This is an optimization exercise on Yosys and OpenROAD, whose aim is small area, not a production implementation. Function was checked by simulation only, so behaviour that the tests miss may differ from the original. Power figures rest on the tool's default switching activity, not on a simulated workload.

===== flow/config.mk =====
export PLATFORM = sky130hd
export DESIGN_NAME = drc_rx_engine
export DESIGN_NICKNAME = drc_rx_engine
export VERILOG_FILES = /design/flow/design.v
export SDC_FILE = /design/flow/constraint.sdc
export NUM_CORES = 4
export LEC_CHECK = 0
export CAP_MARGIN = 20
export CORE_MARGIN = 2
export CORE_UTILIZATION = 65
export PLACE_DENSITY = 0.75
export SLEW_MARGIN = 20

===== flow/constraint.sdc =====
create_clock -name core_clock -period 50.0 [get_ports {clk}]
set_input_delay 10.0000 -clock core_clock [delete_from_list [all_inputs] [get_ports {clk}]]
set_output_delay 10.0000 -clock core_clock [all_outputs]
set_load 0.01 [all_outputs]

===== flow/design.v =====
module drc_rx_engine #(
    parameter P_RXMAX = 32                     
) (
    input  wire        clk,
    input  wire        rst,                    
    input  wire        rx_valid,               
    input  wire [7:0]  rx_data,
    output reg         frm_done,               
    output reg  [1:0]  frm_status,             
    output wire [7:0]  cap_flags,
    output wire [7:0]  cap_tid,
    output wire [7:0]  cap_sid,
    output wire [7:0]  cap_did,
    output wire [7:0]  cap_cid,
    output wire [7:0]  cap_seq,
    output wire [7:0]  cap_err,
    output reg  [4:0]  cap_plen,
    input  wire [4:0]  pl_addr,
    output wire [7:0]  pl_data,
    output reg  [31:0] cnt_ok,
    output reg  [31:0] cnt_cksum,
    output reg  [31:0] cnt_short,
    output reg  [31:0] cnt_ovf,
    output reg  [31:0] cnt_skip
);
    localparam [7:0] SOP   = 8'h8D;
    localparam [7:0] EOP   = 8'hD8;
    localparam [7:0] ESC   = 8'hAB;
    localparam [7:0] XMASK = 8'h88;
    localparam NSLOT = P_RXMAX - 1;            
    localparam [1:0] S_HUNT = 2'd0;
    localparam [1:0] S_BODY = 2'd1;
    localparam [1:0] S_ESC  = 2'd2;
    localparam [1:0] ST_OK    = 2'd0;
    localparam [1:0] ST_CKSUM = 2'd1;
    localparam [1:0] ST_SHORT = 2'd2;
    localparam [1:0] ST_OVF   = 2'd3;
    reg [1:0] state;
    reg [5:0] len;                             
    reg [7:0] sum;                             
    reg [7:0] rx_buf [0:NSLOT-1];
    reg [7:0] cap_buf [0:NSLOT-1];
    wire       in_hunt   = (state == S_HUNT);
    wire       in_body   = (state == S_BODY);
    wire       in_esc    = (state == S_ESC);
    wire       got_sop   = rx_valid && in_hunt && (rx_data == SOP);
    wire       got_skip  = rx_valid && in_hunt && (rx_data != SOP);
    wire       got_eop   = rx_valid && in_body && (rx_data == EOP);
    wire       got_esc   = rx_valid && in_body && (rx_data == ESC);
    wire       do_append = rx_valid && (in_esc || (in_body && rx_data != EOP && rx_data != ESC));
    wire [7:0] app_val   = in_esc ? (rx_data ^ XMASK) : rx_data;
    wire       overflow  = do_append && (len == P_RXMAX);
    wire       append    = do_append && !overflow;
    wire [7:0] f     = rx_buf[0];
    wire [4:0] k     = len[4:0];
    wire [1:0] n45   = {1'b0, f[4]} + {1'b0, f[5]};
    wire [1:0] nopt  = n45 + {1'b0, f[0]};
    wire [3:0] hlen  = 4'd4 + {2'b00, nopt};
    reg  [4:0] waddr;
    reg        wen;
    always @* begin
        wen   = 1'b1;
        waddr = k - {3'b000, nopt};                         
        if (k == 5'd0)
            waddr = 5'd0;                                   
        else if (f[4] && k == 5'd1)
            waddr = 5'd30;                                  
        else if (f[5] && k == 5'd1 + {4'b0000, f[4]})
            waddr = 5'd30 - {4'b0000, f[4]};                
        else if (k == 5'd1 + {3'b000, n45})
            waddr = 5'd1;                                   
        else if (k == 5'd2 + {3'b000, n45})
            waddr = 5'd2;                                   
        else if (k == 5'd3 + {3'b000, n45})
            waddr = 5'd3;                                   
        else if (f[0] && k == 5'd4 + {3'b000, n45})
            waddr = 5'd30 - {3'b000, n45};                  
        else if (k == 5'd31)
            wen = 1'b0;                                     
    end
    wire       empty   = (len == 6'd0);
    wire       cks_ok  = (sum == 8'hFF);
    wire [6:0] rem     = {1'b0, len} - 7'd1 - {3'b000, hlen};
    wire       short   = rem[6];
    wire [1:0] verdict = empty   ? ST_SHORT :
                         !cks_ok ? ST_CKSUM :
                         short   ? ST_SHORT : ST_OK;
    wire       frame_ok = got_eop && (verdict == ST_OK);
    wire [5:0] h_plen  = rem[5:0];
    always @(posedge clk) begin
        if (rst) begin
            state    <= S_HUNT;
            frm_done <= 1'b0;
        end else begin
            frm_done <= got_eop || overflow;
            if (got_sop || got_esc)
                state <= S_ESC ^ {got_sop, got_sop};        
            if (do_append)
                state <= overflow ? S_HUNT : S_BODY;
            if (got_eop)
                state <= S_HUNT;
        end
    end
    always @(posedge clk)
        frm_status <= overflow ? ST_OVF : verdict;
    always @(posedge clk) begin
        if (got_sop) begin
            len <= 6'd0;
            sum <= 8'd0;
        end else if (append) begin
            len <= len + 6'd1;
            sum <= sum + app_val;
        end
    end
    function [31:0] count(input [31:0] q, input inc, input clr);
        integer b;
        reg t;
        begin
            t = inc;
            for (b = 0; b < 32; b = b + 1) begin
                count[b] = (q[b] ^ t) & ~clr;
                t = t & q[b];
            end
        end
    endfunction
    always @(posedge clk) begin
        cnt_skip  <= count(cnt_skip,  got_skip,                         rst);
        cnt_ovf   <= count(cnt_ovf,   overflow,                         rst);
        cnt_ok    <= count(cnt_ok,    got_eop && verdict == ST_OK,      rst);
        cnt_cksum <= count(cnt_cksum, got_eop && verdict == ST_CKSUM,   rst);
        cnt_short <= count(cnt_short, got_eop && verdict == ST_SHORT,   rst);
    end
    always @(posedge clk) begin
        if (append && wen)
            rx_buf[waddr] <= app_val;
    end
    integer j;
    always @(posedge clk) begin
        if (rst) begin
            for (j = 0; j < 4; j = j + 1)
                cap_buf[j] <= 8'd0;
            cap_plen <= 5'd0;
        end else if (frame_ok) begin
            for (j = 0; j < NSLOT; j = j + 1)
                cap_buf[j] <= rx_buf[j];
            cap_plen <= h_plen[4:0];
        end
    end
    wire [7:0] cf = cap_buf[0];
    assign cap_flags = cf;
    assign cap_did   = cap_buf[1];
    assign cap_cid   = cap_buf[2];
    assign cap_seq   = cap_buf[3];
    assign cap_tid   = cf[4] ? cap_buf[30] : 8'd0;
    assign cap_sid   = cf[5] ? (cf[4] ? cap_buf[29] : cap_buf[30]) : 8'd0;
    assign cap_err   = !cf[0] ? 8'd0 :
                       (cf[4] & cf[5]) ? cap_buf[28] :
                       (cf[4] | cf[5]) ? cap_buf[29] : cap_buf[30];
    reg [7:0] pl_sel;
    integer p;
    always @* begin
        pl_sel = 8'd0;
        for (p = 0; p < NSLOT - 4; p = p + 1)
            if (pl_addr == p)
                pl_sel = pl_sel | cap_buf[p + 4];
    end
    assign pl_data = (pl_addr < cap_plen) ? pl_sel : 8'd0;
endmodule

===== flow/flow/run.sh =====
#!/bin/bash
# The standard ORFS layout, with three changes aimed at cell area:
#  - synthesis maps the logic with an area-oriented ABC script (flow/abc_area.script)
#    and leaves adders to ABC too (no ADDER_MAP_FILE); everything else in synthesis is
#    synth_recipe.tcl unchanged, so the registers are the same
#  - port buffers are sky130_fd_sc_hd__buf_1 instead of the default delay buffer
#  - CTS uses clkbuf_16 with sink clusters of up to 30 and no dummy loads
set -euo pipefail
here=$(pwd)
cat > "$here/area_synth.tcl" <<EOT
proc abc {args} {
  set i [lsearch \$args -script]
  lset args [expr {\$i + 1}] $here/flow/abc_area.script
  yosys abc {*}\$args
}
source $here/synth_recipe.tcl
EOT
bash standard.sh \
  "SYNTH_SCRIPT=$here/area_synth.tcl" \
  "ADDER_MAP_FILE=" \
  "BUFFER_PORTS_ARGS=-buffer_cell sky130_fd_sc_hd__buf_1" \
  "CTS_ARGS=-sink_clustering_enable -repair_clock_nets -dont_use_dummy_load -buf_list sky130_fd_sc_hd__clkbuf_16 -sink_clustering_size 40 -sink_clustering_max_diameter 60" \
  finish > flow_make.log 2>&1

===== flow/flow/abc_area.script =====
&get -n
&st
&dc2
&dch -f
&nf -R 1000
&st
&dch -f
&nf -R 1000
&put
topo

===== flow/standard.sh =====
#!/bin/bash
# synth_recipe.tcl (not shown) runs the flow's synth.tcl, then flattens the netlist and writes it again
# the make line also repeats each setting of config.mk as NAME=value (left out here)
make -C /OpenROAD-flow-scripts/flow DESIGN_CONFIG=/design/flow/config.mk WORK_HOME=/design/flow/orfs CLKGATE_MAP_FILE= SYNTH_SCRIPT=/design/flow/synth_recipe.tcl "${@:-finish}"

==> results of run 1 <==
-- power by group --
part           switching, W  internal, W
clock              0.000159     0.000129
sequential       0.00000465     0.000599
combinational     0.0000284    0.0000140
total              0.000192     0.000742
-- routing by layer --
layer / vias to the layer above / GRT usage (%) / share of wire [%]
li1: 6977 / - / -
met1: 7582 / 43.7 / 40
met2: 741 / 53.5 / 49
met3: 103 / 4.92 / 8.1
met4: 0 / 11.2 / 3.3
met5: - / 0 / 0
-- Yosys cell counts, types with 2 or more instances --
library cell / count
sky130_fd_sc_hd__nor2_1: 170
sky130_fd_sc_hd__a2111oi_0: 3
sky130_fd_sc_hd__nand3_1: 19
sky130_fd_sc_hd__nand2b_1: 8
sky130_fd_sc_hd__a222oi_1: 38
sky130_fd_sc_hd__edfxtp_1: 464
sky130_fd_sc_hd__a221oi_1: 7
sky130_fd_sc_hd__nor3_1: 118
sky130_fd_sc_hd__a31oi_1: 6
sky130_fd_sc_hd__a22o_1: 10
sky130_fd_sc_hd__a21boi_0: 8
sky130_fd_sc_hd__o21bai_1: 52
sky130_fd_sc_hd__o21ai_0: 26
sky130_fd_sc_hd__or3_1: 4
sky130_fd_sc_hd__o22ai_1: 2
sky130_fd_sc_hd__and2_0: 52
sky130_fd_sc_hd__a21o_1: 3
sky130_fd_sc_hd__nand4_1: 19
sky130_fd_sc_hd__clkinv_1: 10
sky130_fd_sc_hd__xor2_1: 8
sky130_fd_sc_hd__a211oi_1: 10
sky130_fd_sc_hd__and3_1: 67
sky130_fd_sc_hd__nand3b_1: 5
sky130_fd_sc_hd__o21a_1: 5
sky130_fd_sc_hd__maj3_1: 7
sky130_fd_sc_hd__nand2_1: 104
sky130_fd_sc_hd__a22oi_1: 34
sky130_fd_sc_hd__nor2b_1: 2
sky130_fd_sc_hd__nand4b_1: 2
sky130_fd_sc_hd__xnor2_1: 17
sky130_fd_sc_hd__dfxtp_1: 216
sky130_fd_sc_hd__a21oi_1: 156
-- logic make-up after synthesis --
group | synth area share, %
xor gates and xnor gates | 0.921
DFF | 76.8
buffers and inverters | 0.158
adders and majority gates | 0.295
and+or+nand+nor | 11.6
muxes | 0.0421
AOI/OAI and AO/OA | 10.2
-- final timing paths --
| kind | startpoint | end | slack (ns) |
|---|---|---|---|
| worst min register to register | rx_buf[6][3] | cap_buf[6][3] | 0.38 |
| worst max register to register | rx_buf[0][4] | cnt_short[31] | 42.15 |
| worst max-delay path | pl_addr[4] | pl_data[6] | 27.59 |
| worst min-delay path | rx_buf[6][3] | cap_buf[6][3] | 0.38 |
-- per-stage QoR --
step,cells,hold WS (ns),instance area (um2),setup WS [ns]
2_1_floorplan,1666,0.400,23800,28.37
3_3_place_gp,2394,0.401,25400,27.70
3_5_place_dp,2394,0.405,25400,27.70
4_1_cts,2430,0.382,26300,27.69
5_1_grt,2430,0.380,26300,27.41
6_report,2430,0.385,26300,27.59
-- state kept, by name, summed over array words and instances, names as in the netlist, 32 cells and up --
name / count
cnt_ok: 32
cnt_ovf: 32
cnt_skip: 32
cnt_short: 32
cap_buf: 219
rx_buf: 248
cnt_cksum: 32
-- area by class of cell --
type | instances | share of cell area, %
Clock buffer | 36 | 3.42
Tap cell | 468 | 2.22
Sequential cell | 680 | 69.4
Timing Repair Buffer | 260 | 3.94
Inverter | 10 | 0.143
Multi-Input combinational cell | 976 | 20.9
==> notes.md, run 1 <==
- The run finished with no timing, DRC or antenna violations.
- After routing, the total negative slack on setup checks comes to 0 ns.
- STA puts the critical path data arrival time at 12.41 ns.
- The detailed-route vias per instance is 6.34.
- The first-iteration detailed-routing DRC count is 1945.
- The critical path is of the input port to output pin type.
- In the finished design, the share of the clock period the worst path needs comes to 44.8%.
- The most frequent cell on the critical path is sky130_fd_sc_hd__buf_1.
- The total I/O pin count is 248.
- A synthesized cell averages 14.3 um2.
- The instance count along the most critical hold path is 0.
- For the pin with the worst max-slew slack, the measured transition is 1.17 ns.
- The vias after detailed routing is 15403.
- Setup violations remaining at the end of the flow were counted as 0.
- At the end of the flow, the number of nets in the layout was 1980.
- The maximum frequency from static timing analysis is 44.6 MHz.
- The layout has 2349 filler cells.
- The distinct cell type count of the synthesized netlist is 46.
- After synthesis, the cell types taking the most area are sky130_fd_sc_hd__edfxtp_1 59%, sky130_fd_sc_hd__dfxtp_1 18%, sky130_fd_sc_hd__a21oi_1 3.3%.
- The CTS buffer count is 36.
- After synthesis, the share of flip-flops with an asynchronous set or reset is 0%.
- The number of core rows is 70.
- The highest ir drop seen on vdd is 0.0278 mV.
- After layout, the minimum clock period comes to 22.41 ns.
- The die covers 38100 um2.
- Clock tree synthesis selected as its root buffer the cell sky130_fd_sc_hd__clkbuf_16.
- The kind of cell with the highest combined delay on the critical path is simple AND/OR/NAND/NOR gates.
- Counting flops and latches in the post-synthesis netlist gives 680.
- The max-capacitance violation count is 0.
- Setup repair after global routing left no endpoint under its margin.
- The delay of the slowest cell on the worst path is 0.68 ns.
- The H-tree level count is 2.
- Wires add up to 60800 um.
- The relative area change from synthesis to final layout is 10.7%.
- Counting flops with a built-in enable in the synthesized netlist gives 464.
- The insertion delay of the later-clocked pin in the worst-skew pair is 0.57 ns.
- The leading cell type in the layout, fill and taps excluded is sky130_fd_sc_hd__edfxtp_1.
- The sum of buffers and inverters on the critical path is 3.
- The count of final max-slew check failures was 0.
- The count of final hold-check violations came to 0.
- The cell with the largest stage delay on the worst path is sky130_fd_sc_hd__nor2_1.
- The number of global-route vias before repair is 14622.
- Synthesis produced 1666 cells.
- The largest total area in the synthesized netlist belongs to sky130_fd_sc_hd__edfxtp_1.
- After clock tree synthesis, the clock-pin slew on the worst setup and hold paths is 0.12 ns.
- The sequential-to-total area share from yosys stat is 76.8%.
- Counting buffers and inverters, the worst setup path is 9 cells deep.
- The post-synth net total is 1682.
- The register area is 18300 um2.
- In this run the horizontal extent of the chip is 195 um.
- The number of iterations in the first detailed-routing pass is 6.
- In the routed design, unresolved DRC markers number 0.
- The clock skew after layout is 0.0717 ns.
- The count of buffers from port buffering is 247.
- The sum of net half-perimeters after detailed placement is 42100 um.
- The depth of the most critical reg-to-reg path is 29.
- The post-route netlist has 3.01% of its cells at a drive strength greater than 1.
- The global placement routability congestion is 0.964.
- In the layout the commonest cells are 464 x sky130_fd_sc_hd__edfxtp_1, 240 x sky130_fd_sc_hd__buf_1, 216 x sky130_fd_sc_hd__dfxtp_1.
- The number of gates resized after CTS was 0.
- The average detailed-routed wire length per instance is 25.0 um.
- The starting density of the core is 65.4%.
- The dominant synthesized flop cell is sky130_fd_sc_hd__edfxtp_1.
- The critical path launch point type is an input port.
- The count of nets left with antenna violations after detail routing is 0.
- The fraction of the core area covered by cells at the end of the flow is 72.4%.
- The analysis attributes to cell leakage a power of 8.74 nW.
- The multi-input gate area in the final layout is 5510 um2.
- The classification of the worst-slack hold path is flip-flop to flip-flop.
- The synthesized design devotes to its leading area cell type 58.6% of total area.
- The global-route wire length before repair is 90000 um.
- The die height is 195 um.
- The total power of the final layout is 0.000934 W.
- The clock drives 680 sinks.
- The number of antenna violations at the first check in global routing is 0.
- The total core area is 36300 um2.
- The largest buffer count on any clock path is 3.
- Summed over all layers, the global routing overflow is 0.
- The repair_antennas step left the layout with diodes totalling 0.
- The post-CTS setup repair buffer count is 0.
- At the worst endpoint, the required time is 40.00 ns.
- The critical path goes through buf_1, clkinv_1, or3_1, nor2_1, a22oi_1, nand3_1, a2111oi_0, a41oi_1, buf_1.
- TritonCTS built the clock tree.
- The power per standard cell area is 35.5 nW/um2.
- The number of hold buffers added after cts is 0.
- The worst setup path is captured at an output pin.
- The maximum fanout along the worst path is 8.
- The total routing resource utilization after global routing is 32.1%.
- The warning count from the yosys run is 2.
- In this run the cell area of the synthesized design comes to 23800 um2.
- The pin count of the biggest net entering global routing is 90.
- The relative slew slack is 21.7%.
==> inputs of run 2 (changes only) <==
--- a/flow/flow/run.sh
+++ b/flow/flow/run.sh
@@ -20,4 +20,4 @@
   "ADDER_MAP_FILE=" \
   "BUFFER_PORTS_ARGS=-buffer_cell sky130_fd_sc_hd__buf_1" \
-  "CTS_ARGS=-sink_clustering_enable -repair_clock_nets -dont_use_dummy_load -buf_list sky130_fd_sc_hd__clkbuf_16 -sink_clustering_size 40 -sink_clustering_max_diameter 60" \
+  "CTS_ARGS=-sink_clustering_enable -repair_clock_nets -dont_use_dummy_load -buf_list sky130_fd_sc_hd__clkbuf_8 -sink_clustering_size 20 -sink_clustering_max_diameter 45" \
   finish > flow_make.log 2>&1
==> run 2 against run 1 <==
Non-clock buffer count stayed put. Final cell count up 0.70%. Largest cell class unchanged. Combinational power about the same. Sequential cell count is the same. Via count about the same. Still clean on timing, DRC and antenna. Clock power decreased by 12%. Routed wire length increased by 0.49%.
==> notes.md, run 2 <==
- The sequential-to-total area share from yosys stat was 76.8% (unchanged).
- The H-tree level count was 2 (unchanged).
- The number of global-route vias before repair is 14823 (was 14622).
- The global placement routability congestion is 0.964 (unchanged).
- The critical path launch point type was an input port (unchanged).
- The number of remaining DRC errors came to 0 (unchanged).
- The relative area change from synthesis to final layout is 9.98% (was 10.7%).
- The pin count of the biggest net entering global routing is 90 (unchanged).
- The sum of net half-perimeters after detailed placement was 42100 um (unchanged).
- The cell with the largest stage delay on the worst path is sky130_fd_sc_hd__nor2_1 (unchanged).
- The area share of the largest cell type after synthesis is 58.6% (unchanged).
- The global-route wire length before repair was 90600 um (was 90000 um).
- The clock input transition at the sequential cells of the worst setup and hold paths was 0.09 ns (was 0.12 ns).
- The vias after detailed routing came to 15404 (was 15403).
- The fraction of power spent switching nets came to 21.3% (was 20.5%).
- The register ranked first by flip-flop count is rx_buf (unchanged).
- The number of inserted diodes is 0 (unchanged).
- The register bit total from synthesis is 680 (unchanged).
- The kind of critical path is input port to output pin (unchanged).
- The most frequent cell after synthesis is sky130_fd_sc_hd__edfxtp_1 (unchanged).
- The maximum frequency from static timing analysis is 44.6 MHz (about the same).
- The average footprint of a synthesized cell is 14.3 um2 (unchanged).
- The share of total power in sequential cells is 67.2% (was 64.7%).
- The maximum fanout along the worst path was 8 (unchanged).
- Leading cell types in the layout, fill and taps excluded: 464 x sky130_fd_sc_hd__edfxtp_1, 240 x sky130_fd_sc_hd__buf_1, 216 x sky130_fd_sc_hd__dfxtp_1 (unchanged).
- The number of instances resized during post-cts repair is 0 (unchanged).
- The power per standard cell area is 34.4 nW/um2 (was 35.5 nW/um2).
- The register area is 18300 um2 (unchanged).
- The warning count from the yosys run is 2 (unchanged).
- The cell type contributing the most total cell area after synthesis is sky130_fd_sc_hd__edfxtp_1 (unchanged).
- The area of the die is 38100 um2 (unchanged).
- The count of final max-slew check failures is 0 (unchanged).
- The cell area after technology mapping is 23800 um2 (unchanged).
- The final critical-path required period was 22.40 ns (was 22.41 ns).
- RSZ-0062 raised after global routing: no (unchanged).
- The post-CTS setup repair buffer count is 0 (unchanged).
- The starting density of the core was 65.4% (unchanged).
- The count of final hold-check violations is 0 (unchanged).
- The multi-input gate area in the final layout was 5510 um2 (unchanged).
- The arrival time of the worst setup path was 12.40 ns (was 12.41 ns).
- The final net count is 1997 (was 1980).
- The clock root buffer master is sky130_fd_sc_hd__clkbuf_8 (was sky130_fd_sc_hd__clkbuf_16).
- Regs by FF count: rx_buf (248), cap_buf (219) (unchanged).
- The number of iterations in the first detailed-routing pass is 6 (unchanged).
- The routed wire length is 61100 um (was 60800 um).
- The first-iteration detailed-routing DRC count was 1757 (was 1945).
- The delay of the slowest cell on the worst path is 0.66 ns (was 0.68 ns).
- The number of enable-type register cells in the synthesized netlist is 464 (unchanged).
- The post-synth net total is 1682 (unchanged).
- Status: finished clean (unchanged).
- The power spent charging and discharging nets was 0.000191 W (was 0.000192 W).
- The total clock sinks came to 680 (unchanged).
- The leading cell type in the layout, fill and taps excluded is sky130_fd_sc_hd__edfxtp_1 (unchanged).
- The number of hold buffers added after cts is 0 (unchanged).
- The final setup violation count is 0 (unchanged).
- The count of buffers from port buffering came to 247 (unchanged).
- The nature of the critical path endpoint is an output pin (unchanged).
- The total I/O pin count is 248 (unchanged).
- The post-synthesis instance total is 1666 (unchanged).
- The data required time of the critical path is 40.00 ns (about the same).
- The total grt overflow is 0 (unchanged).
- The final total negative setup slack is 0 ns (unchanged).
- The detailed-route vias per instance is 6.30 (was 6.34).
- The slew at the pin closest to its max-slew limit came to 1.19 ns (was 1.17 ns).
- Series of cell instances along the critical path: buf_1, clkinv_1, or3_1, nor2_1, a22oi_1, nand4_1, nor2_1, a31oi_1, buf_1 (was buf_1, clkinv_1, or3_1, nor2_1, a22oi_1, nand3_1, a2111oi_0, a41oi_1, buf_1).
- The CTS tree is done (unchanged).
- The insertion delay of the later-clocked pin in the worst-skew pair is 0.67 ns (was 0.57 ns).
- The fraction of power consumed by the clock network is 28.1% (was 30.8%).
- The max-capacitance violation count is 0 (unchanged).
- The internal power is 0.000708 W (was 0.000742 W).
- Commonest cells in the netlist: 464 x sky130_fd_sc_hd__edfxtp_1, 216 x sky130_fd_sc_hd__dfxtp_1, 170 x sky130_fd_sc_hd__nor2_1 (unchanged).
- The final-layout fill cell count is 2357 (was 2349).
- The count of nets left with antenna violations after detail routing is 0 (unchanged).
- The distinct cell type count of the synthesized netlist is 46 (unchanged).
- The number of antenna violations at the first check in global routing is 0 (unchanged).
- The layout cell share with drive strength beyond 1 is 3.84% (was 3.01%).
- The logic gate share of total power is 4.7% (was 4.5%).
- The share of the clock period used by the worst path after layout is 44.8% (about the same).
- The die height is 195 um (unchanged).
- The average detailed-routed wire length per instance is 25.0 um (about the same).
- The classification of the worst-slack hold path is flip-flop to flip-flop (unchanged).
- The relative slew slack was 20.5% (was 21.7%).
- The number of core rows is 70 (unchanged).
- Cells taking the most area after synthesis: sky130_fd_sc_hd__edfxtp_1 59%, sky130_fd_sc_hd__dfxtp_1 18%, sky130_fd_sc_hd__a21oi_1 3.3% (unchanged).
- The clock skew after layout is 0.111 ns (was 0.0717 ns).
- The total placed instance area is 25400 um2 (unchanged).
- The leakage dissipation is 8.68 nW (was 8.74 nW).
- The CTS buffer count came to 53 (was 36).
- The fraction of registers with async set or reset after synthesis is 0% (unchanged).
- The summed area of non-filler cells in the final layout is 26200 um2 (was 26300 um2).
- The dominant synthesized flop cell was sky130_fd_sc_hd__edfxtp_1 (unchanged).
- The flip-flop count of the largest register, all copies and words added was 248 (unchanged).
- The highest ir drop seen on vdd is 0.0247 mV (was 0.0278 mV).
- The total routing resource utilization after global routing came to 32.3% (was 32.1%).
- The largest buffer count on any clock path was 3 (unchanged).
- The horizontal die dimension is 195 um (unchanged).
- The total core area was 36300 um2 (unchanged).
## run 2: cell types whose count changed in the layout (fill, tap and decap cells not counted), sizes merged
| cell | delta |
|---|---|
| clkbuf | +17 |
## run 2: stage by stage
stage	instances	setup slack [ns]	util [%]	hold WS, ns	total power [W]
3_5_place_dp	2394	27.70	70.0	0.405	0.000658
4_1_cts	2447	27.69	72.0	0.382	0.000902
3_3_place_gp	2394	27.70	70.0	0.401	0.000656
2_1_floorplan	1666	28.37	-	0.400	0.000642
6_report	2447	27.60	72.0	0.378	0.000899
5_1_grt	2447	27.41	72.0	0.378	0.000926
## run 2: logic make-up after synthesis
group,Yosys count,synth area share [%]
compound gates,368,10.2
simple gates,575,11.6
fa+ha+maj,7,0.295
flops,680,76.8
mux,1,0.0421
xor+xnor,25,0.921
buf+inv,10,0.158
## run 2: critical path, delay by kind of cell
kind                   cells  cell delay [ns]
AO/OA/AOI/OAI              2             0.51
AND/OR/NAND/NOR            4             1.30
buffers and inverters      3             0.58
## run 2: worst paths after layout
check | slack [ns] | to | cells past startpoint | start
worst max-delay path | 27.60 | pl_data[1] | 9 | pl_addr[4]
worst min-delay path | 0.38 | cap_buf[15][5] | 0 | rx_buf[15][5]
worst max register to register | 42.08 | cnt_short[31] | 29 | rx_buf[0][4]
worst min register to register | 0.38 | cap_buf[15][5] | 0 | rx_buf[15][5]
## run 2: routing by layer
metal  up-vias  global-route usage (%)  share of wire (%)  routed length, um
li1       7014                       -                  -                  -
met1      7525                    43.5                 40              24600
met2       744                    53.4                 48              29400
met3       121                    5.44                8.0               4910
met4         0                    12.4                3.6               2210
met5         -                       0                  0                  0
## run 2: area by class of cell
cell class	instances	area share [%]
multi-input cells	976	21.1
clock buffers	53	2.79
well taps	468	2.24
flip-flops and latches	680	69.8
repair buffers	260	3.96
inverters	10	0.144
## run 2: power groups by stage
stage | logic (W) | registers [W] | clock network (W)
floorplan | 0.0000255 | 0.000616 | 0
global placement | 0.0000398 | 0.000616 | 0
detailed placement | 0.0000417 | 0.000617 | 0
CTS | 0.0000420 | 0.000604 | 0.000256
global route | 0.0000460 | 0.000605 | 0.000275
finish | 0.0000425 | 0.000604 | 0.000253
==> inputs of run 3 (changes only) <==
--- a/flow/flow/run.sh
+++ b/flow/flow/run.sh
@@ -5,5 +5,5 @@
 #    synth_recipe.tcl unchanged, so the registers are the same
 #  - port buffers are sky130_fd_sc_hd__buf_1 instead of the default delay buffer
-#  - CTS uses clkbuf_16 with sink clusters of up to 30 and no dummy loads
+#  - CTS uses clkbuf_8 with sink clusters of up to 20 and no dummy loads
 set -euo pipefail
 here=$(pwd)
==> run 3 against run 2 <==
Still clean. Synthesized cell count unchanged. Total power did not move. Via count stayed put. Area after synthesis unchanged. Final cell count unchanged. First-iteration DRC count is the same. Sequential share of layout area is the same. Combinational power is essentially flat. Worst setup slack unchanged. Global-route usage unchanged. Critical endpoint unchanged. Largest cell class unchanged.
==> notes.md, run 3 <==
- The data required time of the critical path is 40.00 ns (about the same).
- The dominant synthesized flop cell is sky130_fd_sc_hd__edfxtp_1 (unchanged).
- The total routing resource utilization after global routing is 32.3% (unchanged).
- The relative slew slack is 20.5% (unchanged).
- The highest ir drop seen on vdd was 0.0247 mV (unchanged).
- The final total negative setup slack is 0 ns (unchanged).
- The insertion delay of the later-clocked pin in the worst-skew pair was 0.67 ns (about the same).
- The detailed-route vias per instance is 6.30 (unchanged).
- The number of inserted diodes is 0 (unchanged).
- The kind of critical path is input port to output pin (unchanged).
- The sequential-to-total area share from yosys stat was 76.8% (unchanged).
- The total clock sinks came to 680 (unchanged).
- The launch instance of the worst min-delay path is rx_buf[15][5] (unchanged).
- The endpoint of the worst-slack reg-to-reg timing path is cnt_short[31] (unchanged).
- The final critical-path required period is 22.40 ns (unchanged).
- The number of instances resized during post-cts repair is 0 (unchanged).
- The register ranked first by flip-flop count was rx_buf (unchanged).
- The clock skew after layout came to 0.111 ns (unchanged).
- The distinct cell type count of the synthesized netlist is 46 (unchanged).
- The warning count from the yosys run was 2 (unchanged).
- The largest buffer count on any clock path is 3 (unchanged).
- The number of antenna violations at the first check in global routing is 0 (unchanged).
- The maximum fanout along the worst path is 8 (unchanged).
- The cell type contributing the most total cell area after synthesis is sky130_fd_sc_hd__edfxtp_1 (unchanged).
- The classification of the worst-slack hold path is flip-flop to flip-flop (unchanged).
- The total I/O pin count is 248 (unchanged).
- The count of nets left with antenna violations after detail routing is 0 (unchanged).
- The starting density of the core is 65.4% (unchanged).
- Cells taking the most area after synthesis: sky130_fd_sc_hd__edfxtp_1 59%, sky130_fd_sc_hd__dfxtp_1 18%, sky130_fd_sc_hd__a21oi_1 3.3% (unchanged).
- The hold-critical path endpoint is cap_buf[15][5] (unchanged).
- The area of the die is 38100 um2 (unchanged).
- The H-tree level count is 2 (unchanged).
- The post-synthesis instance total is 1666 (unchanged).
- Leading cell types in the layout, fill and taps excluded: 464 x sky130_fd_sc_hd__edfxtp_1, 240 x sky130_fd_sc_hd__buf_1, 216 x sky130_fd_sc_hd__dfxtp_1 (unchanged).
- Commonest cells in the netlist: 464 x sky130_fd_sc_hd__edfxtp_1, 216 x sky130_fd_sc_hd__dfxtp_1, 170 x sky130_fd_sc_hd__nor2_1 (unchanged).
- The nature of the critical path endpoint is an output pin (unchanged).
- The average detailed-routed wire length per instance is 25.0 um (unchanged).
- The vias after detailed routing came to 15404 (unchanged).
- The cell area after technology mapping is 23800 um2 (unchanged).
- The fraction of registers with async set or reset after synthesis is 0% (unchanged).
- The total core area was 36300 um2 (unchanged).
- The post-CTS setup repair buffer count is 0 (unchanged).
- The layout cell share with drive strength beyond 1 came to 3.84% (unchanged).
- The number of hold buffers added after cts was 0 (unchanged).
- The horizontal die dimension came to 195 um (unchanged).
- The start of the worst register-to-register path is rx_buf[0][4] (unchanged).
- The clock input transition at the sequential cells of the worst setup and hold paths is 0.09 ns (about the same).
- The leakage dissipation is 8.68 nW (unchanged).
- The total placed instance area is 25400 um2 (unchanged).
- The die height is 195 um (unchanged).
- The first-iteration detailed-routing DRC count is 1757 (unchanged).
- The final-layout fill cell count is 2357 (unchanged).
- The instance count along the most critical hold path was 0 (unchanged).
- The area share of the largest cell type after synthesis is 58.6% (unchanged).
- Regs by FF count: rx_buf (248), cap_buf (219) (unchanged).
- The final net count is 1997 (unchanged).
- The count of final hold-check violations is 0 (unchanged).
- The pin count of the biggest net entering global routing is 90 (unchanged).
- The leading cell type in the layout, fill and taps excluded is sky130_fd_sc_hd__edfxtp_1 (unchanged).
- The max-capacitance violation count is 0 (unchanged).
- The slew at the pin closest to its max-slew limit is 1.19 ns (unchanged).
- The register bit total from synthesis came to 680 (unchanged).
- The flip-flop count of the largest register, all copies and words added is 248 (unchanged).
- The internal reg-to-reg setup slack is 42.08 ns (about the same).
- The count of buffers from port buffering is 247 (unchanged).
- The depth of the most critical reg-to-reg path is 29 (unchanged).
- The global-route wire length before repair is 90600 um (unchanged).
- The number of iterations in the first detailed-routing pass is 6 (unchanged).
- The fraction of the core area covered by cells at the end of the flow is 72.0% (unchanged).
- The number of remaining DRC errors is 0 (unchanged).
- The most frequent cell after synthesis is sky130_fd_sc_hd__edfxtp_1 (unchanged).
- The global placement routability congestion is 0.964 (unchanged).
- The CTS buffer count came to 53 (unchanged).
- The count of final max-slew check failures is 0 (unchanged).
- The maximum frequency from static timing analysis was 44.6 MHz (unchanged).
- The summed area of non-filler cells in the final layout is 26200 um2 (unchanged).
- The routed wire length is 61100 um (unchanged).
- The share of the clock period used by the worst path after layout was 44.8% (unchanged).
- The average footprint of a synthesized cell is 14.3 um2 (unchanged).
- The post-synth net total is 1682 (unchanged).
- The number of enable-type register cells in the synthesized netlist is 464 (unchanged).
- The sum of net half-perimeters after detailed placement came to 42100 um (unchanged).
- The clock root buffer master is sky130_fd_sc_hd__clkbuf_8 (unchanged).
- The arrival time of the worst setup path came to 12.40 ns (about the same).
- The relative area change from synthesis to final layout was 9.98% (unchanged).
- The number of global-route vias before repair came to 14823 (unchanged).
- The power per standard cell area is 34.4 nW/um2 (unchanged).
- RSZ-0062 raised after global routing: no (unchanged).
- The total grt overflow is 0 (unchanged).
- The total power of the final layout was 0.000899 W (unchanged).
- Status: finished clean (unchanged).
- The final setup violation count was 0 (unchanged).
- The critical path launch point type is an input port (unchanged).
- The CTS tree is done (unchanged).
- The number of core rows is 70 (unchanged).
[run 3: critical path, cell delays in order]
cell	delay, ns
sky130_fd_sc_hd__buf_1	0.19
sky130_fd_sc_hd__clkinv_1	0.20
sky130_fd_sc_hd__or3_1	0.40
sky130_fd_sc_hd__nor2_1	0.66
sky130_fd_sc_hd__a22oi_1	0.21
sky130_fd_sc_hd__nand4_1	0.18
sky130_fd_sc_hd__nor2_1	0.06
sky130_fd_sc_hd__a31oi_1	0.30
sky130_fd_sc_hd__buf_1	0.19
[run 3: area by class of cell]
type                    instances  area (um2)  share of cell area [%]
repair buffers                260        1040                    3.96
clock buffers                  53         729                    2.79
flip-flops and latches        680       18300                    69.8
multi-input cells             976        5510                    21.1
well taps                     468         586                    2.24
inverters                      10        37.5                   0.144
[run 3: worst max path at each step]
stage / start / to
floorplan: rx_data[2] / cap_buf[10][0]
global placement: pl_addr[4] / pl_data[1]
detailed placement: pl_addr[4] / pl_data[6]
CTS: pl_addr[4] / pl_data[5]
global route: pl_addr[4] / pl_data[6]
finish: pl_addr[4] / pl_data[1]
[run 3: logic make-up after synthesis]
kind of cell / share of synthesized area, %
AND/OR/NAND/NOR: 11.6
adder cells (fa/ha/maj): 0.295
XOR/XNOR: 0.921
multiplexers: 0.0421
flip-flops: 76.8
buffers and inverters: 0.158
AO/OA/AOI/OAI: 10.2
[run 3: routing by layer]
layer / global-route usage [%] / vias up / wire, um
met5: 0 / - / 0
met4: 12.4 / 0 / 2210
met3: 5.44 / 121 / 4910
met2: 53.4 / 744 / 29400
met1: 43.5 / 7525 / 24600
li1: - / 7014 / -
[run 3: power by group]
| part | leakage [nW] | internal (W) | switching (W) |
|---|---|---|---|
| combinational | 2.38 | 0.0000140 | 0.0000285 |
| sequential | 5.91 | 0.000599 | 0.00000465 |
| clock | 0.381 | 0.0000946 | 0.000158 |
[run 3: metrics by stage]
step / hold WS (ns) / setup WS [ns] / cells
6_report: 0.378 / 27.60 / 2447
5_1_grt: 0.378 / 27.41 / 2447
4_1_cts: 0.382 / 27.69 / 2447
3_5_place_dp: 0.405 / 27.70 / 2394
3_3_place_gp: 0.401 / 27.70 / 2394
2_1_floorplan: 0.400 / 28.37 / 1666
==> inputs of run 4 (changes only) <==
--- a/flow/flow/run.sh
+++ b/flow/flow/run.sh
@@ -20,4 +20,4 @@
   "ADDER_MAP_FILE=" \
   "BUFFER_PORTS_ARGS=-buffer_cell sky130_fd_sc_hd__buf_1" \
-  "CTS_ARGS=-sink_clustering_enable -repair_clock_nets -dont_use_dummy_load -buf_list sky130_fd_sc_hd__clkbuf_8 -sink_clustering_size 20 -sink_clustering_max_diameter 45" \
+  "CTS_ARGS=-sink_clustering_enable -repair_clock_nets -dont_use_dummy_load -buf_list sky130_fd_sc_hd__clkbuf_8 -sink_clustering_size 20 -sink_clustering_max_diameter 60" \
   finish > flow_make.log 2>&1
==> run 4 against run 3 <==
Final cell count decreased by 0.45%. Design area decreased by 0.58%. First-iteration DRC count decreased by 0.23%. Sequential cell count unchanged. Clock power decreased by 9.1%. Sequential share of layout area increased by 0.41 points. Largest power group unchanged. Synthesized cell count unchanged. Global-route usage decreased by 0.079 points.
==> notes.md, run 4 <==
- The number of antenna violations at the first check in global routing is 0 (unchanged).
- The internal power is 0.000690 W (was 0.000708 W).
- The total clock sinks was 680 (unchanged).
- Status: finished clean (unchanged).
- The post-CTS setup repair buffer count was 0 (unchanged).
- The critical path launch point type is an input port (unchanged).
- The number of remaining DRC errors came to 0 (unchanged).
- The area share of the largest cell type after synthesis is 58.6% (unchanged).
- The average detailed-routed wire length per instance came to 25.1 um (was 25.0 um).
- The count of placed standard cells including taps is 2394 (unchanged).
- The worst slack on hold paths was 0.380 ns (was 0.378 ns).
- The count of final hold-check violations is 0 (unchanged).
- The largest buffer count on any clock path came to 3 (unchanged).
- The launch instance of the worst min-delay path is rx_buf[27][6] (was rx_buf[15][5]).
- The power spent charging and discharging nets is 0.000187 W (was 0.000191 W).
- The total core area is 36300 um2 (unchanged).
- RSZ-0062 raised after global routing: no (unchanged).
- The logic gate share of total power was 4.8% (was 4.7%).
- The fraction of registers with async set or reset after synthesis is 0% (unchanged).
- The slew at the pin closest to its max-slew limit is 1.17 ns (was 1.19 ns).
- The global placement routability congestion is 0.964 (unchanged).
- The classification of the worst-slack hold path is flip-flop to flip-flop (unchanged).
- The final setup violation count was 0 (unchanged).
- The fraction of power spent switching nets is 21.3% (about the same).
- The count of buffers from port buffering is 247 (unchanged).
- The register bit total from synthesis is 680 (unchanged).
- The total grt overflow is 0 (unchanged).
- The highest ir drop seen on vdd is 0.0239 mV (was 0.0247 mV).
- The number of global-route vias before repair is 14646 (was 14823).
- The clock input transition at the sequential cells of the worst setup and hold paths is 0.11 ns (was 0.09 ns).
- The die height was 195 um (unchanged).
- The pin count of the biggest net entering global routing is 90 (unchanged).
- Leading cell types in the layout, fill and taps excluded: 464 x sky130_fd_sc_hd__edfxtp_1, 240 x sky130_fd_sc_hd__buf_1, 216 x sky130_fd_sc_hd__dfxtp_1 (unchanged).
- The fraction of power consumed by the clock network is 26.2% (was 28.1%).
- The number of inserted diodes is 0 (unchanged).
- The most frequent cell after synthesis is sky130_fd_sc_hd__edfxtp_1 (unchanged).
- The relative slew slack is 19.8% (was 20.5%).
- The dominant synthesized flop cell is sky130_fd_sc_hd__edfxtp_1 (unchanged).
- The insertion delay of the later-clocked pin in the worst-skew pair was 0.65 ns (was 0.67 ns).
- The detailed-route vias per instance is 6.33 (was 6.30).
- The count of nets left with antenna violations after detail routing is 0 (unchanged).
- The nature of the critical path endpoint is an output pin (unchanged).
- The depth of the most critical reg-to-reg path was 29 (unchanged).
- The sequential-to-total area share from yosys stat was 76.8% (unchanged).
- The number of enable-type register cells in the synthesized netlist was 464 (unchanged).
- The final total negative setup slack came to 0 ns (unchanged).
- The first-iteration detailed-routing DRC count is 1753 (was 1757).
- The warning count from the yosys run was 2 (unchanged).
- The average footprint of a synthesized cell is 14.3 um2 (unchanged).
- The critical path depth is 9 (unchanged).
- The share of total power in sequential cells is 68.9% (was 67.2%).
- The kind of cell with the highest combined delay on the critical path is simple AND/OR/NAND/NOR gates (unchanged).
- The relative area change from synthesis to final layout is 9.34% (was 9.98%).
- The count of final max-slew check failures is 0 (unchanged).
- Series of cell instances along the critical path: buf_1, clkinv_1, or3_1, nor2_1, a22oi_1, nand3_1, a2111oi_0, a41oi_1, buf_1 (was buf_1, clkinv_1, or3_1, nor2_1, a22oi_1, nand4_1, nor2_1, a31oi_1, buf_1).
- The final critical-path required period is 22.41 ns (was 22.40 ns).
- The cell area after technology mapping came to 23800 um2 (unchanged).
- The number of core rows is 70 (unchanged).
- The sum of net half-perimeters after detailed placement is 42100 um (unchanged).
- The starting density of the core is 65.4% (unchanged).
- The arrival time of the worst setup path is 12.41 ns (was 12.40 ns).
- The global-route wire length before repair is 90200 um (was 90600 um).
- The layout cell share with drive strength beyond 1 is 3.30% (was 3.84%).
- The register ranked first by flip-flop count is rx_buf (unchanged).
- The vias after detailed routing is 15414 (was 15404).
- The routed wire length is 61200 um (was 61100 um).
- The post-synth net total is 1682 (unchanged).
- The final net count is 1986 (was 1997).
- The kind of critical path was input port to output pin (unchanged).
- The cell type contributing the most total cell area after synthesis is sky130_fd_sc_hd__edfxtp_1 (unchanged).
- The power per standard cell area was 33.7 nW/um2 (was 34.4 nW/um2).
- Cells taking the most area after synthesis: sky130_fd_sc_hd__edfxtp_1 59%, sky130_fd_sc_hd__dfxtp_1 18%, sky130_fd_sc_hd__a21oi_1 3.3% (unchanged).
- The post-synthesis instance total is 1666 (unchanged).
- The distinct cell type count of the synthesized netlist is 46 (unchanged).
- The max-capacitance violation count came to 0 (unchanged).
- Commonest cells in the netlist: 464 x sky130_fd_sc_hd__edfxtp_1, 216 x sky130_fd_sc_hd__dfxtp_1, 170 x sky130_fd_sc_hd__nor2_1 (unchanged).
- The leakage dissipation is 8.60 nW (was 8.68 nW).
- The launching instance or port of the critical path was pl_addr[4] (unchanged).
- The area of the die is 38100 um2 (unchanged).
- The cell with the largest stage delay on the worst path was sky130_fd_sc_hd__nor2_1 (unchanged).
- The most frequent cell on the critical path is sky130_fd_sc_hd__buf_1.
- The share of the clock period used by the worst path after layout is 44.8% (about the same).
- The sum of buffers and inverters on the critical path is 3 (unchanged).
- Regs by FF count: rx_buf (248), cap_buf (219) (unchanged).
- The start of the worst register-to-register path is rx_buf[0][4] (unchanged).
- The CTS tree is done (unchanged).
- The delay of the slowest cell on the worst path is 0.66 ns (about the same).
- The H-tree level count is 2 (unchanged).
- The data required time of the critical path came to 40.00 ns (about the same).
- The total I/O pin count is 248 (unchanged).
- The total routing resource utilization after global routing was 32.2% (was 32.3%).
- The clock skew after layout is 0.0868 ns (was 0.111 ns).
- The non-filler instance count after layout is 2436 (was 2447).
- The flip-flop count of the largest register, all copies and words added is 248 (unchanged).
- The instance count along the most critical hold path is 0 (unchanged).
- The maximum fanout along the worst path is 8 (unchanged).
- The horizontal die dimension was 195 um (unchanged).
- The number of instances resized during post-cts repair is 0 (unchanged).
- The leading cell type in the layout, fill and taps excluded is sky130_fd_sc_hd__edfxtp_1 (unchanged).
- The number of iterations in the first detailed-routing pass is 6 (unchanged).
- The CTS buffer count is 42 (was 53).
- The clock root buffer master is sky130_fd_sc_hd__clkbuf_8 (unchanged).
- The number of hold buffers added after cts is 0 (unchanged).
- The maximum frequency from static timing analysis was 44.6 MHz (about the same).
[run 4: cell counts after synthesis]
Identical to the previous run, type by type.
[run 4: per-layer routing]
layer  share of wire (%)  up-vias  wire length (um)  GRT usage [%]
met5                   0        -                 0              0
met4                 3.4        0              2070           11.3
met3                 7.8      115              4750           5.11
met2                  49      741             29800           54.0
met1                  40     7571             24600           43.5
li1                    -     6987                 -              -
[run 4: per-stage QoR]
stage	setup WS, ns	util (%)	power [W]	instance area, um2
floorplan	28.37	-	0.000642	23800
global placement	27.70	70.0	0.000656	25400
detailed placement	27.70	70.0	0.000658	25400
CTS	27.69	71.5	0.000877	26000
global route	27.41	71.5	0.000900	26000
finish	27.59	71.5	0.000877	26000
[run 4: cells by family (layout without fill, tap and decap cells)]
kind of cell	Yosys count	after routing	share of synthesized area [%]
buffers and inverters	10	312	0.158
adders and majority gates	7	7	0.295
DFF	680	680	76.8
AOI/OAI and AO/OA	368	368	10.2
muxes	1	1	0.0421
xor gates and xnor gates	25	25	0.921
and+or+nand+nor	575	575	11.6
[run 4: layout make-up]
class	count	area, um2
multi-input cells	976	5510
clock buffers	42	578
well taps	468	586
flip-flops and latches	680	18300
repair buffers	260	1040
inverters	10	37.5
fillers	2372	10300
[run 4: power groups by stage]
stage          combinational [W]  sequential (W)  clock (W)
2_1_floorplan          0.0000255        0.000616          0
3_3_place_gp           0.0000398        0.000616          0
3_5_place_dp           0.0000417        0.000617          0
4_1_cts                0.0000419        0.000604   0.000231
5_1_grt                0.0000458        0.000605   0.000249
6_report               0.0000425        0.000604   0.000230
[run 4: final timing paths]
path                          to  slack (ns)
setup / recovery      pl_data[6]       27.59
hold / removal    cap_buf[27][6]        0.38
setup reg to reg   cnt_short[31]       42.01
hold reg to reg   cap_buf[27][6]        0.38
==> inputs of run 5 (changes only) <==
--- a/flow/flow/run.sh
+++ b/flow/flow/run.sh
@@ -20,4 +20,4 @@
   "ADDER_MAP_FILE=" \
   "BUFFER_PORTS_ARGS=-buffer_cell sky130_fd_sc_hd__buf_1" \
-  "CTS_ARGS=-sink_clustering_enable -repair_clock_nets -dont_use_dummy_load -buf_list sky130_fd_sc_hd__clkbuf_8 -sink_clustering_size 20 -sink_clustering_max_diameter 60" \
+  "CTS_ARGS=-sink_clustering_enable -repair_clock_nets -dont_use_dummy_load -buf_list sky130_fd_sc_hd__clkbuf_8 -sink_clustering_size 18 -sink_clustering_max_diameter 70" \
   finish > flow_make.log 2>&1
==> run 5 against run 4 <==
Still clean on timing, DRC and antenna. Sequential power barely moved. Area after synthesis unchanged. Worst hold slack got worse by 0.0064 ns. Total power is 0.79% higher. Sequential share of layout area is 0.11 points lower. Clock-buffer cell count is 3 higher. Global-route usage about the same. Via count is 0.80% lower. Sequential cell count stayed put. Largest power group unchanged.
==> notes.md, run 5 <==
- The classification of the worst-slack hold path is flip-flop to flip-flop (unchanged).
- Commonest cells in the netlist: 464 x sky130_fd_sc_hd__edfxtp_1, 216 x sky130_fd_sc_hd__dfxtp_1, 170 x sky130_fd_sc_hd__nor2_1 (unchanged).
- The clock skew after layout is 0.0794 ns (was 0.0868 ns).
- The average footprint of a synthesized cell is 14.3 um2 (unchanged).
- The global-route wire length before repair is 90300 um (was 90200 um).
- The arrival time of the worst setup path is 12.39 ns (was 12.41 ns).
- The distinct cell type count of the synthesized netlist is 46 (unchanged).
- The count of nets left with antenna violations after detail routing is 0 (unchanged).
- The number of enable-type register cells in the synthesized netlist came to 464 (unchanged).
- Regs by FF count: rx_buf (248), cap_buf (219) (unchanged).
- The sum of net half-perimeters after detailed placement was 42100 um (unchanged).
- The H-tree level count is 2 (unchanged).
- The register bit total from synthesis is 680 (unchanged).
- The highest ir drop seen on vdd is 0.0235 mV (was 0.0239 mV).
- The fraction of registers with async set or reset after synthesis was 0% (unchanged).
- The total clock sinks is 680 (unchanged).
- The post-synthesis instance total is 1666 (unchanged).
- The power per standard cell area is 33.9 nW/um2 (was 33.7 nW/um2).
- The dominant synthesized flop cell is sky130_fd_sc_hd__edfxtp_1 (unchanged).
- The number of hold buffers added after cts is 0 (unchanged).
- The max-capacitance violation count is 0 (unchanged).
- The final net count came to 1989 (was 1986).
- The share of the clock period used by the worst path after layout is 44.8% (about the same).
- The most frequent cell after synthesis was sky130_fd_sc_hd__edfxtp_1 (unchanged).
- The maximum frequency from static timing analysis is 44.7 MHz (was 44.6 MHz).
- The CTS tree is done (unchanged).
- The number of remaining DRC errors is 0 (unchanged).
- The insertion delay of the later-clocked pin in the worst-skew pair came to 0.66 ns (was 0.65 ns).
- The total grt overflow is 0 (unchanged).
- The average detailed-routed wire length per instance is 25.0 um (was 25.1 um).
- Leading cell types in the layout, fill and taps excluded: 464 x sky130_fd_sc_hd__edfxtp_1, 240 x sky130_fd_sc_hd__buf_1, 216 x sky130_fd_sc_hd__dfxtp_1 (unchanged).
- The global placement routability congestion was 0.964 (unchanged).
- The die height is 195 um (unchanged).
- The final-layout fill cell count is 2360 (was 2372).
- The kind of cell with the highest combined delay on the critical path is simple AND/OR/NAND/NOR gates (unchanged).
- The data required time of the critical path is 40.00 ns (about the same).
- The maximum fanout along the worst path is 8 (unchanged).
- The detailed-route vias per instance was 6.27 (was 6.33).
- The flip-flop count of the largest register, all copies and words added came to 248 (unchanged).
- The met1 usage is 43.3% (was 43.5%).
- The number of core rows is 70 (unchanged).
- The worst slack on hold paths was 0.374 ns (was 0.380 ns).
- The critical path launch point type is an input port (unchanged).
- The final setup violation count was 0 (unchanged).
- RSZ-0062 raised after global routing: no (unchanged).
- The relative slew slack is 21.6% (was 19.8%).
- The total I/O pin count was 248 (unchanged).
- The number of antenna violations at the first check in global routing is 0 (unchanged).
- The relative area change from synthesis to final layout came to 9.52% (was 9.34%).
- The number of global-route vias before repair was 14722 (was 14646).
- Series of cell instances along the critical path: buf_1, clkinv_1, or3_1, nor2_1, a22oi_1, nand3_1, a2111oi_0, a41oi_1, buf_1 (unchanged).
- The total core area is 36300 um2 (unchanged).
- The count of final hold-check violations is 0 (unchanged).
- The leakage dissipation is 8.62 nW (was 8.60 nW).
- The horizontal die dimension was 195 um (unchanged).
- The most frequent cell on the critical path is sky130_fd_sc_hd__buf_1 (unchanged).
- The final total negative setup slack is 0 ns (unchanged).
- The starting density of the core came to 65.4% (unchanged).
- The number of inserted diodes is 0 (unchanged).
- The met3 capacity usage during global routing was 6.17% (was 5.11%).
- The kind of critical path is input port to output pin (unchanged).
- The cell area after technology mapping is 23800 um2 (unchanged).
- The cell type contributing the most total cell area after synthesis is sky130_fd_sc_hd__edfxtp_1 (unchanged).
- The delay of the slowest cell on the worst path is 0.67 ns (was 0.66 ns).
- The post-synth net total came to 1682 (unchanged).
- The largest buffer count on any clock path is 3 (unchanged).
- The slew at the pin closest to its max-slew limit was 1.18 ns (was 1.17 ns).
- The CTS buffer count came to 45 (was 42).
- The most heavily used metal layer in global routing is met2 (unchanged).
- The vias after detailed routing came to 15291 (was 15414).
- The area of the die is 38100 um2 (unchanged).
- The sequential-to-total area share from yosys stat came to 76.8% (unchanged).
- The leading cell type in the layout, fill and taps excluded is sky130_fd_sc_hd__edfxtp_1 (unchanged).
- The final critical-path required period is 22.39 ns (was 22.41 ns).
- The number of instances resized during post-cts repair came to 0 (unchanged).
- The count of buffers from port buffering is 247 (unchanged).
- Cells taking the most area after synthesis: sky130_fd_sc_hd__edfxtp_1 59%, sky130_fd_sc_hd__dfxtp_1 18%, sky130_fd_sc_hd__a21oi_1 3.3% (unchanged).
- The register ranked first by flip-flop count is rx_buf (unchanged).
- The warning count from the yosys run is 2 (unchanged).
- The post-CTS setup repair buffer count came to 0 (unchanged).
- The area share of the largest cell type after synthesis is 58.6% (unchanged).
- The nature of the critical path endpoint is an output pin (unchanged).
- The number of iterations in the first detailed-routing pass is 8 (was 6).
- The layout cell share with drive strength beyond 1 is 3.45% (was 3.30%).
- The clock root buffer master is sky130_fd_sc_hd__clkbuf_8 (unchanged).
- The routed wire length is 61000 um (was 61200 um).
- The cell with the largest stage delay on the worst path is sky130_fd_sc_hd__nor2_1 (unchanged).
- Status: finished clean (unchanged).
- The met2 usage came to 53.5% (was 54.0%).
- The sum of buffers and inverters on the critical path is 3 (unchanged).
- The total routing resource utilization after global routing is 32.2% (about the same).
- The first-iteration detailed-routing DRC count is 1785 (was 1753).
- The pin count of the biggest net entering global routing was 90 (unchanged).
- The clock input transition at the sequential cells of the worst setup and hold paths is 0.10 ns (was 0.11 ns).
- The count of final max-slew check failures came to 0 (unchanged).
- The fraction of the core area covered by cells at the end of the flow is 71.7% (was 71.5%).
-- run 5: changes by cell type in the layout (fill, tap and decap cells not counted), sizes merged --
cell    before  now
clkbuf      49   52
-- run 5: layout make-up --
type,count,area [um2],share of cell area (%)
timing repair buffer,260,1040,3.98
multi-input combinational,976,5510,21.2
clock buffer,45,619,2.38
inverter,10,37.5,0.144
tap,468,586,2.25
sequential,680,18300,70.1
-- run 5: worst paths after layout --
path,startpoint,cells after the start,slack (ns),end
max,pl_addr[4],9,27.61,pl_data[6]
min,rx_buf[15][2],0,0.37,cap_buf[15][2]
max reg2reg,rx_buf[0][4],29,42.15,cnt_short[31]
min reg2reg,rx_buf[15][2],0,0.37,cap_buf[15][2]
-- run 5: stage by stage --
step                std cells  cell area (um2)  worst slack, ns  power, W
floorplan                1666            23800            28.37  0.000642
global placement         2394            25400            27.70  0.000656
detailed placement       2394            25400            27.70  0.000658
CTS                      2439            26000            27.69  0.000887
global route             2439            26000            27.41  0.000909
finish                   2439            26000            27.61  0.000884
-- run 5: cell families after synthesis --
kind of cell / after synthesis / synth area share, %
AO/OA/AOI/OAI: 368 / 10.2
AND/OR/NAND/NOR: 575 / 11.6
adder cells (fa/ha/maj): 7 / 0.295
flip-flops: 680 / 76.8
XOR/XNOR: 25 / 0.921
buffers and inverters: 10 / 0.158
multiplexers: 1 / 0.0421
-- run 5: report_power, final --
part | leakage [nW] | internal, W | total [W] | switching, W
Sequential | 5.91 | 0.000600 | 0.000604 | 0.00000467
Clock | 0.324 | 0.0000811 | 0.000237 | 0.000156
Combinational | 2.38 | 0.0000140 | 0.0000424 | 0.0000284
Total | 8.62 | 0.000695 | 0.000884 | 0.000189
-- run 5: layer usage --
metal,vias to the layer above,part of all wire (%)
met3,106,7.7
met1,7493,41
met4,0,3.2
met5,-,0
met2,699,49
li1,6993,-
==> inputs of run 6 (changes only) <==
--- a/flow/flow/run.sh
+++ b/flow/flow/run.sh
@@ -5,5 +5,5 @@
 #    synth_recipe.tcl unchanged, so the registers are the same
 #  - port buffers are sky130_fd_sc_hd__buf_1 instead of the default delay buffer
-#  - CTS uses clkbuf_8 with sink clusters of up to 20 and no dummy loads
+#  - CTS uses clkbuf_8 with sink clusters of up to 18 and no dummy loads
 set -euo pipefail
 here=$(pwd)
==> run 6 against run 5 <==
Total power is the same. Sequential power is essentially flat. Synthesized cell count is the same. Worst setup slack is the same. Routed wire length is the same. Largest cell class unchanged. Utilization is the same. Die area is the same. Clock skew is the same. Global-route usage is the same. Still clean.
==> notes.md, run 6 <==
- The count of buffers from port buffering is 247 (unchanged).
- The final critical-path required period came to 22.39 ns (unchanged).
- The most heavily used metal layer in global routing is met2 (unchanged).
- The leading cell type in the layout, fill and taps excluded is sky130_fd_sc_hd__edfxtp_1 (unchanged).
- The post-synthesis instance total is 1666 (unchanged).
- The starting density of the core is 65.4% (unchanged).
- The depth of the most critical reg-to-reg path was 29 (unchanged).
- The vias after detailed routing is 15291 (unchanged).
- The final net count was 1989 (unchanged).
- The fraction of registers with async set or reset after synthesis is 0% (unchanged).
- The pin count of the biggest net entering global routing came to 90 (unchanged).
- The max-capacitance violation count was 0 (unchanged).
- The dominant synthesized flop cell is sky130_fd_sc_hd__edfxtp_1 (unchanged).
- The area of the die came to 38100 um2 (unchanged).
- The summed area of non-filler cells in the final layout was 26000 um2 (unchanged).
- The global-route wire length before repair is 90300 um (unchanged).
- The classification of the worst-slack hold path was flip-flop to flip-flop (unchanged).
- The non-filler instance count after layout is 2439 (unchanged).
- The critical path launch point type is an input port (unchanged).
- RSZ-0062 raised after global routing: no (unchanged).
- Cells taking the most area after synthesis: sky130_fd_sc_hd__edfxtp_1 59%, sky130_fd_sc_hd__dfxtp_1 18%, sky130_fd_sc_hd__a21oi_1 3.3% (unchanged).
- The total I/O pin count is 248 (unchanged).
- The start of the worst register-to-register path is rx_buf[0][4] (unchanged).
- The area share of the largest cell type after synthesis was 58.6% (unchanged).
- The arrival time of the worst setup path is 12.39 ns (about the same).
- The number of hold buffers added after cts was 0 (unchanged).
- The met3 capacity usage during global routing is 6.17% (unchanged).
- The post-synth net total is 1682 (unchanged).
- The worst setup slack before clock tree synthesis is 27.70 ns (unchanged).
- The register bit total from synthesis is 680 (unchanged).
- The most frequent cell after synthesis is sky130_fd_sc_hd__edfxtp_1 (unchanged).
- The nature of the critical path endpoint was an output pin (unchanged).
- The horizontal die dimension is 195 um (unchanged).
- The detailed-route vias per instance is 6.27 (unchanged).
- The slew at the pin closest to its max-slew limit came to 1.18 ns (unchanged).
- The relative slew slack is 21.6% (unchanged).
- The number of remaining DRC errors came to 0 (unchanged).
- The number of instances resized during post-cts repair came to 0 (unchanged).
- The number of core rows is 70 (unchanged).
- The layout cell share with drive strength beyond 1 is 3.45% (unchanged).
- The total clock sinks is 680 (unchanged).
- The leakage dissipation came to 8.62 nW (unchanged).
- The average footprint of a synthesized cell is 14.3 um2 (unchanged).
- The die height is 195 um (unchanged).
- The register ranked first by flip-flop count was rx_buf (unchanged).
- The endpoint of the worst-slack reg-to-reg timing path is cnt_short[31] (unchanged).
- The number of global-route vias before repair is 14722 (unchanged).
- The total grt overflow is 0 (unchanged).
- The total core area is 36300 um2 (unchanged).
- The insertion delay of the later-clocked pin in the worst-skew pair was 0.66 ns (about the same).
- The number of enable-type register cells in the synthesized netlist was 464 (unchanged).
- The final setup violation count came to 0 (unchanged).
- The final-layout fill cell count is 2360 (unchanged).
- The register area is 18300 um2 (unchanged).
- The clock root buffer master is sky130_fd_sc_hd__clkbuf_8 (unchanged).
- The CTS buffer count was 45 (unchanged).
- The total power of the final layout is 0.000884 W (unchanged).
- The average detailed-routed wire length per instance is 25.0 um (unchanged).
- The share of the clock period used by the worst path after layout is 44.8% (unchanged).
- The met2 usage is 53.5% (unchanged).
- The number of antenna violations at the first check in global routing was 0 (unchanged).
- The count of final hold-check violations is 0 (unchanged).
- The sum of net half-perimeters after detailed placement is 42100 um (unchanged).
- The CTS tree is done (unchanged).
- The H-tree level count is 2 (unchanged).
- The highest ir drop seen on vdd is 0.0235 mV (unchanged).
- The warning count from the yosys run is 2 (unchanged).
- The post-CTS setup repair buffer count is 0 (unchanged).
- The global placement routability congestion is 0.964 (unchanged).
- The first-iteration detailed-routing DRC count is 1785 (unchanged).
- The distinct cell type count of the synthesized netlist is 46 (unchanged).
- The count of placed standard cells including taps is 2394 (unchanged).
- The capture point of the worst path is pl_data[6] (unchanged).
- The clock skew after layout is 0.0794 ns (unchanged).
- Status: finished clean (unchanged).
- The multi-input gate area in the final layout is 5510 um2 (unchanged).
- The number of inserted diodes was 0 (unchanged).
- Commonest cells in the netlist: 464 x sky130_fd_sc_hd__edfxtp_1, 216 x sky130_fd_sc_hd__dfxtp_1, 170 x sky130_fd_sc_hd__nor2_1 (unchanged).
- Regs by FF count: rx_buf (248), cap_buf (219) (unchanged).
- The count of final max-slew check failures was 0 (unchanged).
- The internal reg-to-reg setup slack came to 42.15 ns (about the same).
- Leading cell types in the layout, fill and taps excluded: 464 x sky130_fd_sc_hd__edfxtp_1, 240 x sky130_fd_sc_hd__buf_1, 216 x sky130_fd_sc_hd__dfxtp_1 (unchanged).
- The kind of critical path was input port to output pin (unchanged).
- The sequential-to-total area share from yosys stat is 76.8% (unchanged).
- The total placed instance area was 25400 um2 (unchanged).
- The count of nets left with antenna violations after detail routing came to 0 (unchanged).
- The maximum fanout along the worst path is 8 (unchanged).
- The cell area after technology mapping is 23800 um2 (unchanged).
- The routed wire length is 61000 um (unchanged).
- The relative area change from synthesis to final layout was 9.52% (unchanged).
- The final total negative setup slack is 0 ns (unchanged).
- The met1 usage is 43.3% (unchanged).
- The flip-flop count of the largest register, all copies and words added is 248 (unchanged).
- The launching instance or port of the critical path is pl_addr[4] (unchanged).
- The total routing resource utilization after global routing is 32.2% (unchanged).
- The number of iterations in the first detailed-routing pass came to 8 (unchanged).
- The power per standard cell area came to 33.9 nW/um2 (unchanged).
- The clock input transition at the sequential cells of the worst setup and hold paths is 0.10 ns (about the same).
- The maximum frequency from static timing analysis is 44.7 MHz (unchanged).
- The cell type contributing the most total cell area after synthesis was sky130_fd_sc_hd__edfxtp_1 (unchanged).
- The data required time of the critical path is 40.00 ns (about the same).
- The largest buffer count on any clock path was 3 (unchanged).
- The launch instance of the worst min-delay path is rx_buf[15][2] (unchanged).
- The worst-case setup margin in the final layout is 27.61 ns (unchanged).
run 6: worst min-delay path by stage:
stage                           endpoint  slack [ns]  depth (start not counted)
after CTS                 cap_buf[15][2]        0.38                          0
after floorplan           cap_buf[10][0]        0.40                          0
after detailed placement  cap_buf[10][3]        0.40                          0
after global placement    cap_buf[30][4]        0.40                          0
final                     cap_buf[15][2]        0.37                          0
after global routing      cap_buf[24][1]        0.38                          0
run 6: per-layer routing:
layer,up-vias,share of wire [%]
met3,106,7.7
li1,6993,-
met4,0,3.2
met2,699,49
met5,-,0
met1,7493,41
run 6: area by class of cell:
cell class	count	share of cell area (%)
timing repair buffer	260	3.98
sequential	680	70.1
multi-input combinational	976	21.2
clock buffer	45	2.38
inverter	10	0.144
tap	468	2.25
run 6: kinds of logic (layout without fill, tap and decap cells):
logic type	Yosys count	after routing	synth area share, %
muxes	1	1	0.0421
and+or+nand+nor	575	575	11.6
xor gates and xnor gates	25	25	0.921
AOI/OAI and AO/OA	368	368	10.2
buffers and inverters	10	315	0.158
DFF	680	680	76.8
adders and majority gates	7	7	0.295
run 6: metrics by stage:
| stage | hold slack [ns] | utilization [%] |
|---|---|---|
| 2_1_floorplan | 0.400 | - |
| 3_3_place_gp | 0.401 | 70.0 |
| 3_5_place_dp | 0.405 | 70.0 |
| 4_1_cts | 0.376 | 71.7 |
| 5_1_grt | 0.381 | 71.7 |
| 6_report | 0.374 | 71.7 |
run 6: worst max-delay path: stages:
cell and delay (ns):
sky130_fd_sc_hd__buf_1 0.19, sky130_fd_sc_hd__clkinv_1 0.20, sky130_fd_sc_hd__or3_1 0.40, sky130_fd_sc_hd__nor2_1 0.67, sky130_fd_sc_hd__a22oi_1 0.21, sky130_fd_sc_hd__nand3_1 0.13
sky130_fd_sc_hd__a2111oi_0 0.07, sky130_fd_sc_hd__a41oi_1 0.33, sky130_fd_sc_hd__buf_1 0.19
run 6: power breakdown:
| part | switching, W | total (W) | leakage, nW | internal [W] |
|---|---|---|---|---|
| clock | 0.000156 | 0.000237 | 0.324 | 0.0000811 |
| combinational | 0.0000284 | 0.0000424 | 2.38 | 0.0000140 |
| sequential | 0.00000467 | 0.000604 | 5.91 | 0.000600 |
| total | 0.000189 | 0.000884 | 8.62 | 0.000695 |

-- afterwards: timing with drivers on the ports --
No port has a modelled driver above. Below, the same layouts with a new extraction and two added sets of constraints. Step 1: set_driving_cell puts a clkbuf_16 on clk and a buf_2 on each other input, an assumption about the parent block. Step 2 adds t to the input delays and takes it off the output delays; t is the mean of the earliest and latest rising clock arrival at the registers after step 1. Input paths then give back, and output paths get back, about the clock's delay inside the block. a / b / c = no drivers / after step 1 / after step 2; a / b = the first two.
| run | shift t [ns] | slack for setup (ns) | worst hold slack (ns) | worst setup path at the end | clock arrival spread, ns |
|---|---|---|---|---|---|
| run 1 | 0.596 | 27.595 / 27.554 / 27.554 | 0.385 / 0.385 / 0.385 | input to output | 0.084 / 0.084 |
| run 2 | 0.675 | 27.602 / 27.563 / 27.563 | 0.378 / 0.378 / 0.378 | input to output | 0.122 / 0.122 |
| run 3 | 0.675 | 27.602 / 27.563 / 27.563 | 0.378 / 0.378 / 0.378 | input to output | 0.122 / 0.122 |
| run 4 | 0.658 | 27.592 / 27.553 / 27.553 | 0.380 / 0.380 / 0.380 | input to output | 0.087 / 0.087 |
| run 5 | 0.674 | 27.609 / 27.571 / 27.571 | 0.374 / 0.374 / 0.374 | input to output | 0.079 / 0.080 |
| run 6 | 0.674 | 27.609 / 27.571 / 27.571 | 0.374 / 0.374 / 0.374 | input to output | 0.079 / 0.080 |
After both steps setup and hold are still met in every run listed. The setup slack of run 1, which loses most, moves by -0.041 ns with the drivers and by -0.041 ns with both steps.
